Source: an optimization exercise on an open RTL-to-GDS flow (aim: small area and few clock cycles). Production flows keep margins and buffers that such runs may drop. The RTL was checked by simulation tests, not by an equivalence proof against the original design. Power and IR drop assume default switching activity.

## flow/run.sh

```bash
#!/bin/bash
# synth_recipe.tcl (not shown) runs the flow's synth.tcl, then flattens the netlist and writes it again
# the make line also repeats each setting of config.mk as NAME=value (left out here)
make -C /OpenROAD-flow-scripts/flow DESIGN_CONFIG=/design/flow/config.mk WORK_HOME=/design/flow/orfs CLKGATE_MAP_FILE= SYNTH_SCRIPT=/design/flow/synth_recipe.tcl finish
```

## flow/config.mk

```make
export PLATFORM = sky130hd
export DESIGN_NAME = jnge_engine
export DESIGN_NICKNAME = jnge_engine
export VERILOG_FILES = /design/flow/design.v
export SDC_FILE = /design/flow/constraint.sdc
export NUM_CORES = 4
export LEC_CHECK = 0
export CAP_MARGIN = 20
export CORE_MARGIN = 2
export CORE_UTILIZATION = 40
export SLEW_MARGIN = 20
```

## flow/constraint.sdc

```tcl
create_clock -name core_clock -period 10.0 [get_ports {clk}]
set_input_delay 2.0000 -clock core_clock [delete_from_list [all_inputs] [get_ports {clk}]]
set_output_delay 2.0000 -clock core_clock [all_outputs]
set_load 0.01 [all_outputs]
```

## flow/design.v

```verilog
module jnge_channel (
    input  wire        clk,
    input  wire        rst,
    input  wire        clear,
    input  wire        rx_valid,
    output wire        rx_ready,
    input  wire [7:0]  rx_data,
    output wire        tx_valid,
    input  wire        tx_ready,
    output wire [7:0]  tx_data,
    output wire        tx_last,
    output wire        diag_valid,
    output wire [1:0]  diag_kind,
    output wire [63:0] diag_frame,
    input  wire        rs_mode,
    input  wire        rs_ac,
    input  wire [15:0] rs_bat,
    input  wire [15:0] rs_on,
    input  wire [15:0] rs_off,
    output wire        wr_on,
    output wire        wr_off,
    output wire [15:0] wr_value
);
    localparam [8*79-1:0] TPL_RUN   = 632'h061248D1D2D3D4559F05437978049AF212AA4D4F2622AA9EBEFFD372E294DA39C445C0F259B2668EF0F267DBA87028328D89DBB5C3EB8E86E84D8CEF00CA64EE9D5DC13D3822A55224E67E75CFA82D;
    localparam [8*85-1:0] TPL_BASIC = 680'h06164ED1D2D3D447D9E75B63D3A021C2D6CE263B91874E6824D617F7E0530C3675F1A0D159DA899FC96D0388B515880D95C9CFD627CFB3ACDA74E5035411AE37675BD60F3451E4CB6A99832F2E1E643EAFF5AA39B4;
    localparam [6:0] LEN_RUN   = 7'd79;
    localparam [6:0] LEN_BASIC = 7'd85;
    localparam [15:0] PV_POWER_DAY   = 16'h2EE0;
    localparam [15:0] PV_VOLT_DAY    = 16'h0708;
    localparam [15:0] PV_POWER_NIGHT = 16'h0000;
    localparam [15:0] PV_VOLT_NIGHT  = 16'h0032;
    localparam [15:0] AC_VOLT_OK     = 16'h08FC;
    localparam [15:0] AC_VOLT_LOST   = 16'h0000;
    localparam [1:0] K_RUN   = 2'd0;
    localparam [1:0] K_BASIC = 2'd1;
    localparam [1:0] K_ACK   = 2'd2;
    localparam [1:0] K_EXC   = 2'd3;
    localparam [1:0] EV_CRC     = 2'd0;
    localparam [1:0] EV_UNKNOWN = 2'd1;
    localparam [1:0] EV_ILLEGAL = 2'd2;
    function [15:0] crc_byte;
        input [15:0] crc;
        input [7:0]  data;
        integer i;
        reg [15:0] c;
        begin
            c = crc ^ {8'h00, data};
            for (i = 0; i < 8; i = i + 1)
                c = c[0] ? ((c >> 1) ^ 16'hA001) : (c >> 1);
            crc_byte = c;
        end
    endfunction
    reg [7:0] rx_buf [0:7];
    reg [3:0] rx_count;
    assign rx_ready = (rx_count < 4'd8);
    wire rx_take = rx_valid && rx_ready;
    reg        tx_active;
    reg [1:0]  tx_kind;
    reg [6:0]  tx_idx;
    reg [15:0] tx_crc;
    reg [47:0] tx_hdr;      
    reg        snap_mode;
    reg        snap_ac;
    reg [15:0] snap_bat;
    reg [15:0] snap_on;
    reg [15:0] snap_off;
    wire dispatch = (rx_count == 4'd8) && !tx_active && !clear && !rst;
    wire [47:0] hdr = {rx_buf[0], rx_buf[1], rx_buf[2], rx_buf[3], rx_buf[4], rx_buf[5]};
    wire [15:0] crc_rx = {rx_buf[7], rx_buf[6]};
    reg [15:0] crc_calc;
    integer k;
    always @(*) begin
        crc_calc = 16'hFFFF;
        for (k = 0; k < 6; k = k + 1)
            crc_calc = crc_byte(crc_calc, rx_buf[k]);
    end
    wire crc_ok    = (crc_calc == crc_rx);
    wire is_run    = (hdr == 48'h061210000024);
    wire is_basic  = (hdr == 48'h061610240027);
    wire is_write  = (hdr[47:32] == 16'h0618);
    wire [15:0] wr_addr = hdr[31:16];
    wire is_wr_on  = is_write && (wr_addr == 16'h1037);
    wire is_wr_off = is_write && (wr_addr == 16'h1038);
    wire is_wr_ill = is_write && !is_wr_on && !is_wr_off;
    wire answered  = crc_ok && (is_run || is_basic || is_write);
    assign wr_on    = dispatch && crc_ok && is_wr_on;
    assign wr_off   = dispatch && crc_ok && is_wr_off;
    assign wr_value = hdr[15:0];
    assign diag_valid = dispatch && !(crc_ok && (is_run || is_basic || is_wr_on || is_wr_off));
    assign diag_kind  = !crc_ok ? EV_CRC : (is_wr_ill ? EV_ILLEGAL : EV_UNKNOWN);
    assign diag_frame = {hdr, rx_buf[6], rx_buf[7]};
    reg [6:0] body_len;
    always @(*) begin
        case (tx_kind)
            K_RUN:   body_len = LEN_RUN;
            K_BASIC: body_len = LEN_BASIC;
            K_ACK:   body_len = 7'd6;
            default: body_len = 7'd3;
        endcase
    end
    wire [15:0] ac_volt = snap_ac   ? AC_VOLT_LOST   : AC_VOLT_OK;
    wire [15:0] pv_volt = snap_mode ? PV_VOLT_NIGHT  : PV_VOLT_DAY;
    wire [15:0] pv_pow  = snap_mode ? PV_POWER_NIGHT : PV_POWER_DAY;
    reg [7:0] body_byte;
    always @(*) begin
        body_byte = 8'h00;
        case (tx_kind)
            K_RUN: begin
                case (tx_idx)
                    7'd9:    body_byte = ac_volt[15:8];
                    7'd10:   body_byte = ac_volt[7:0];
                    7'd19:   body_byte = snap_bat[15:8];
                    7'd20:   body_byte = snap_bat[7:0];
                    7'd71:   body_byte = pv_volt[15:8];
                    7'd72:   body_byte = pv_volt[7:0];
                    7'd77:   body_byte = pv_pow[15:8];
                    7'd78:   body_byte = pv_pow[7:0];
                    default: if (tx_idx < LEN_RUN)
                                 body_byte = TPL_RUN[8*(7'd78-tx_idx) +: 8];
                endcase
            end
            K_BASIC: begin
                case (tx_idx)
                    7'd45:   body_byte = snap_on[15:8];
                    7'd46:   body_byte = snap_on[7:0];
                    7'd47:   body_byte = snap_off[15:8];
                    7'd48:   body_byte = snap_off[7:0];
                    default: if (tx_idx < LEN_BASIC)
                                 body_byte = TPL_BASIC[8*(7'd84-tx_idx) +: 8];
                endcase
            end
            K_ACK: begin
                if (tx_idx < 7'd6)
                    body_byte = tx_hdr[8*(5-tx_idx) +: 8];
            end
            default: begin
                case (tx_idx)
                    7'd0:    body_byte = tx_hdr[47:40];
                    7'd1:    body_byte = tx_hdr[39:32] | 8'h80;
                    default: body_byte = 8'h02;
                endcase
            end
        endcase
    end
    wire in_body = (tx_idx < body_len);
    assign tx_valid = tx_active;
    assign tx_data  = in_body ? body_byte :
                      (tx_idx == body_len) ? tx_crc[7:0] : tx_crc[15:8];
    assign tx_last  = (tx_idx == body_len + 7'd1);
    wire tx_take = tx_active && tx_ready;
    always @(posedge clk) begin
        if (rst || clear) begin
            rx_count  <= 4'd0;
            tx_active <= 1'b0;
        end else begin
            if (dispatch)
                rx_count <= 4'd0;
            else if (rx_take) begin
                rx_buf[rx_count[2:0]] <= rx_data;
                rx_count <= rx_count + 4'd1;
            end
            if (dispatch) begin
                tx_active <= answered;
                tx_idx    <= 7'd0;
                tx_crc    <= 16'hFFFF;
                tx_hdr    <= hdr;
                if (is_run)
                    tx_kind <= K_RUN;
                else if (is_basic)
                    tx_kind <= K_BASIC;
                else if (is_wr_ill)
                    tx_kind <= K_EXC;
                else
                    tx_kind <= K_ACK;
                snap_mode <= rs_mode;
                snap_ac   <= rs_ac;
                snap_bat  <= rs_bat;
                snap_on   <= rs_on;
                snap_off  <= rs_off;
            end else if (tx_take) begin
                if (in_body)
                    tx_crc <= crc_byte(tx_crc, body_byte);
                tx_idx <= tx_idx + 7'd1;
                if (tx_last)
                    tx_active <= 1'b0;
            end
        end
    end
endmodule
module jnge_engine (
    input  wire         clk,
    input  wire         rst,
    input  wire [3:0]   rx_valid,
    output wire [3:0]   rx_ready,
    input  wire [31:0]  rx_data,
    output wire [3:0]   tx_valid,
    input  wire [3:0]   tx_ready,
    output wire [31:0]  tx_data,
    output wire [3:0]   tx_last,
    input  wire [3:0]   ch_clear,
    input  wire         h_valid,
    input  wire [2:0]   h_op,
    input  wire [15:0]  h_wdata,
    output wire [49:0]  h_rdata,
    output wire [3:0]   diag_valid,
    output wire [7:0]   diag_kind,
    output wire [255:0] diag_frame
);
    localparam integer NCHAN = 4;
    localparam        INIT_MODE     = 1'b0;       
    localparam        INIT_AC_STATE = 1'b0;       
    localparam [15:0] INIT_BAT_VOLT = 16'h0208;
    localparam [15:0] INIT_ON_THR   = 16'h0104;
    localparam [15:0] INIT_OFF_THR  = 16'h00F0;
    localparam [2:0] HSET_MODE = 3'd1;
    localparam [2:0] HSET_AC   = 3'd2;
    localparam [2:0] HSET_BAT  = 3'd3;
    localparam [2:0] HSET_ON   = 3'd4;
    localparam [2:0] HSET_OFF  = 3'd5;
    reg        rs_mode;
    reg        rs_ac;
    reg [15:0] rs_bat;
    reg [15:0] rs_on;
    reg [15:0] rs_off;
    assign h_rdata = {rs_mode, rs_ac, rs_bat, rs_on, rs_off};
    wire [NCHAN-1:0] wr_on;
    wire [NCHAN-1:0] wr_off;
    wire [16*NCHAN-1:0] wr_value;
    genvar c;
    generate
        for (c = 0; c < NCHAN; c = c + 1) begin : ch
            jnge_channel u_chan (
                .clk        (clk),
                .rst        (rst),
                .clear      (ch_clear[c]),
                .rx_valid   (rx_valid[c]),
                .rx_ready   (rx_ready[c]),
                .rx_data    (rx_data[8*c +: 8]),
                .tx_valid   (tx_valid[c]),
                .tx_ready   (tx_ready[c]),
                .tx_data    (tx_data[8*c +: 8]),
                .tx_last    (tx_last[c]),
                .diag_valid (diag_valid[c]),
                .diag_kind  (diag_kind[2*c +: 2]),
                .diag_frame (diag_frame[64*c +: 64]),
                .rs_mode    (rs_mode),
                .rs_ac      (rs_ac),
                .rs_bat     (rs_bat),
                .rs_on      (rs_on),
                .rs_off     (rs_off),
                .wr_on      (wr_on[c]),
                .wr_off     (wr_off[c]),
                .wr_value   (wr_value[16*c +: 16])
            );
        end
    endgenerate
    reg [15:0] next_on;
    reg [15:0] next_off;
    integer i;
    always @(*) begin
        next_on  = rs_on;
        next_off = rs_off;
        for (i = 0; i < NCHAN; i = i + 1) begin
            if (wr_on[i])
                next_on = wr_value[16*i +: 16];
            if (wr_off[i])
                next_off = wr_value[16*i +: 16];
        end
        if (h_valid && h_op == HSET_ON)
            next_on = h_wdata;
        if (h_valid && h_op == HSET_OFF)
            next_off = h_wdata;
    end
    always @(posedge clk) begin
        if (rst) begin
            rs_mode <= INIT_MODE;
            rs_ac   <= INIT_AC_STATE;
            rs_bat  <= INIT_BAT_VOLT;
            rs_on   <= INIT_ON_THR;
            rs_off  <= INIT_OFF_THR;
        end else begin
            if (h_valid && h_op == HSET_MODE)
                rs_mode <= h_wdata[0];
            if (h_valid && h_op == HSET_AC)
                rs_ac <= h_wdata[0];
            if (h_valid && h_op == HSET_BAT)
                rs_bat <= h_wdata;
            rs_on  <= next_on;
            rs_off <= next_off;
        end
    end
endmodule
```

==> out/results.ini <==
[run_status]
status=complete, no violations

[clocking]
cts_tree=done
cts_buffer_depth=3
h-tree-depth=3
clk_pin_slew_worst_paths_ns=0.06
hold_buffers=0
post_cts_buffers=0
clk-insertion-delay-late_ns=0.71
cts_sinks=818
numCtsBuffers=87
cts_resized=0
cts_root_buffer=clkbuf_16

[sta]
rsz0062_at_grt=no
slew_viol_final=0
worst_pin_slew_ns=1.20
setup_viol=0
fin_skew_ns=0.0440
fin_crit_sh_pct=88.1
fmax_mhz=113
holdWs_ns=0.433
slew_headroom_pct=20.0
tns_ns=0
hold_viol=0
min_period_ns=8.81

[yosys]
syn-num-nets=6580
syn_area_per_cell_um2=9.37
synth.area.top_cells=edfxtp_1, xnor2_1, o21ai_0
yosysSeqAreaShare_pct=39.8
yosysWarnings=2
yosys.area.top_type=edfxtp_1
async_flop_share_pct=0
yosysTopAreaCellShare_pct=37.5
yosysUniqueCellTypes=103
netlist_area_um2=60000
ys_ff_latch=818
syn_inst=6398
synth-edff-count=748
ys.flop_type=edfxtp_1

[worst_setup_path]
startpoint=ch[1].u_chan.tx_idx[1]
crit_required_ns=8.00
critPathMaxFanout=34
cp-start-kind=flop
path_class=reg2out
slowest_stage=xor2_1
crit_chain=clkinv_1 -> ha_1 -> buf_4 -> nor2b_1 -> o21ai_0 -> xor2_1 -> o21ai_0 -> a311o_1 -> a2111oi_0 -> nor4_1 -> o22ai_1 -> nand2_1 -> o21ai_0 -> clkdlybuf4s50_1
crit_top_cell=o21ai_0
r2r_end=ch[3].u_chan.tx_crc[0]
critPathCapture=tx_data[11]
max_stage_delay_ns=0.83
r2r-start=ch[3].u_chan.tx_idx[0]
cp-end-kind=primary output
arrival_ns=6.81
reg2reg_slack_ns=3.46
r2r_cells=17

[detailed_routing]
via_per_inst=6.63
routed_wl_um=268000
initialDrtViolationCount=8988
wl_per_cell_um=31.0
ant_nets=0
drc=0
route.vias.total=57400
drt-pass1-iter-count=8

[global_route]
antenna_found_initial=34
grt_pass1_vias=53100
grt_max_degree=146
grt_pass1_wl_um=384000
grt_use_total_pct=33.8
overflow=0

[worst_hold_path]
holdPathStages=0
hold_start=rs_bat[0]
min_path_type=reg2reg

[power]
switching_power_mw=1.62
p_clk_share_pct=45.1
powerDensity_nw_per_um2=107
swShare_pct=22.0
power_frac_seq_pct=50.7
ir_worst_vdd_v=0.000130
combPwrFrac_pct=4.2
cellLeakagePower_nw=23.6
intPower_mw=5.77

[layout]
regArea_um2=23900
area_delta_synth_final_pct=15.3
multi_input_area_um2=33500
fin_cells=8659
fill_cells=14200
final_common_cell=edfxtp_1
nets=6743
final_layout_size_suffix_gt1_share_pct=7.42
final_cell_mix=edfxtp_1, nand2_1, o21ai_0
fin_util_pct=46.3

[die]
die_w_um=391
die_area_um2=153000
fp-row-count=142
initial_core_util_pct=40.1
ios=428
die_height_um=391
core_region_area_um2=149000

[placement]
gp_congestion=1.02
portBuffers=427
post-dp-hpwl_um=195000
place_inst=8488

[flow_run]
cap_violations=0

[power by group through the flow]
stage                     registers (mW)  logic, mW  clock network, mW
after floorplan                     3.81      0.182                  0
after global placement              3.82      0.301                  0
after detailed placement            3.82      0.305                  0
after CTS                           3.75      0.307               3.37
after global routing                3.75      0.329               3.50
final                               3.75      0.311               3.33
[how the worst min path moves through the flow]
stage | slack (ns) | to
floorplan | 0.46 | ch[1].u_chan.rx_count[3]
global placement | 0.42 | ch[3].u_chan.snap_bat[14]
detailed placement | 0.42 | ch[3].u_chan.snap_bat[14]
CTS | 0.43 | ch[3].u_chan.snap_bat[14]
global route | 0.44 | ch[3].u_chan.snap_bat[0]
finish | 0.43 | ch[3].u_chan.snap_bat[0]
[final cells by class]
cell class | instances | share of cell area, %
sequential | 818 | 34.5
clock buffer | 115 | 3.50
tap | 2016 | 3.65
timing repair buffer | 608 | 8.22
antenna | 13 | 0.0471
inverter | 149 | 0.824
clock inverter | 43 | 0.726
multi-input combinational | 4897 | 48.5
[metal layers]
layer	vias up	routed length, um	share of wire (%)	track usage [%]
met5	-	132	0.049	0
met4	22	9960	3.7	12.0
met3	560	30100	11	7.76
met2	3729	119000	44	51.6
met1	28400	109000	41	46.8
li1	24700	-	-	-
[cells by family (layout without fill, tap and decap cells)]
| group | after synthesis | after routing | synth area share, % |
|---|---|---|---|
| simple gates | 1993 | 1993 | 16.6 |
| other cells | 0 | 13 | 0 |
| mux | 163 | 163 | 3.43 |
| compound gates | 2030 | 2030 | 22.8 |
| buf+inv | 683 | 915 | 4.52 |
| xor+xnor | 592 | 592 | 10.4 |
| fa+ha+maj | 119 | 119 | 2.47 |
| flops | 818 | 818 | 39.8 |
[state kept, by name (all words and copies together) (netlist names)]
register and flops:
ch.u_chan.tx_crc 64, ch.u_chan.tx_kind 8, ch.u_chan.tx_active 4, ch.u_chan.snap_on 64, ch.u_chan.tx_hdr 192, ch.u_chan.snap_ac 4, ch.u_chan.snap_mode 4, ch.u_chan.rx_buf 256
rs_mode 1, rs_on 16, ch.u_chan.rx_count 16, ch.u_chan.tx_idx 28, rs_ac 1, rs_bat 16, ch.u_chan.snap_bat 64, rs_off 16
ch.u_chan.snap_off 64
[synth_stat cells, types with 38 or more instances]
cell,count
xnor2_1,372
o211ai_1,92
nor2_1,462
mux2i_1,109
buf_2,59
o22ai_1,90
inv_1,134
nor3_1,165
a22oi_1,91
nand3_1,154
ha_1,116
o21ai_0,480
clkbuf_1,363
a221oi_1,57
xnor3_1,64
nand4_1,41
xor2_1,145
a31oi_1,103
o31ai_1,38
a21oi_1,416
buf_1,93
a221o_1,55
nand2_1,551
edfxtp_1,748
nand2b_1,126
o221ai_1,43
dfxtp_1,70
nor2b_1,105
and3_1,46
nor4_1,65
a211oi_1,110
and2_1,39
[per-stage QoR]
step | area (um2) | power (mW) | worst slack (ns)
after detailed placement | 66100 | 4.13 | 2.04
after global routing | 69100 | 7.58 | 0.966
after global placement | 66100 | 4.13 | 2.06
after floorplan | 60000 | 3.99 | 3.33
final | 69100 | 7.40 | 1.19
after CTS | 69000 | 7.42 | 1.25
[critical path, delay by kind of cell (launching register included)]
family / cells / cell delay [ns]
adder cells (fa/ha/maj): 1 / 0.20
XOR/XNOR: 1 / 0.83
AND/OR/NAND/NOR: 3 / 1.06
buffers and inverters: 3 / 1.30
AO/OA/AOI/OAI: 6 / 2.15
flip-flops: 1 / 0.55
Testbench counts, summed over its fixed seeds: cycles 84,636.

==> what the ideal ports hide <==
The flow's constraints put no driver on any port. The routed layout listed below was extracted and timed again, unchanged, in two steps. Step 1 sets driving cells, clkbuf_16 on the clock port and buf_2 on the other inputs (assumed; they add their load-dependent delay and slew). Step 2 times the ports against the registers' clock, not the clock port: input delays grow and output delays shrink by t, the midpoint of the rising clock arrivals with the driver on. a / b / c = ideal / step 1 / step 2; a / b = the first two.
shift t [ns]: 0.760
setup WS [ns]: 1.186 / 1.108 / 1.868
slew at the worst register clock pin (ns): 0.07 / 0.07
worst data-port slew with drivers (ns): 0.22
After both steps this run still meets setup and hold. The setup slack of this run moves by -0.078 ns with the drivers and by +0.682 ns with both steps.
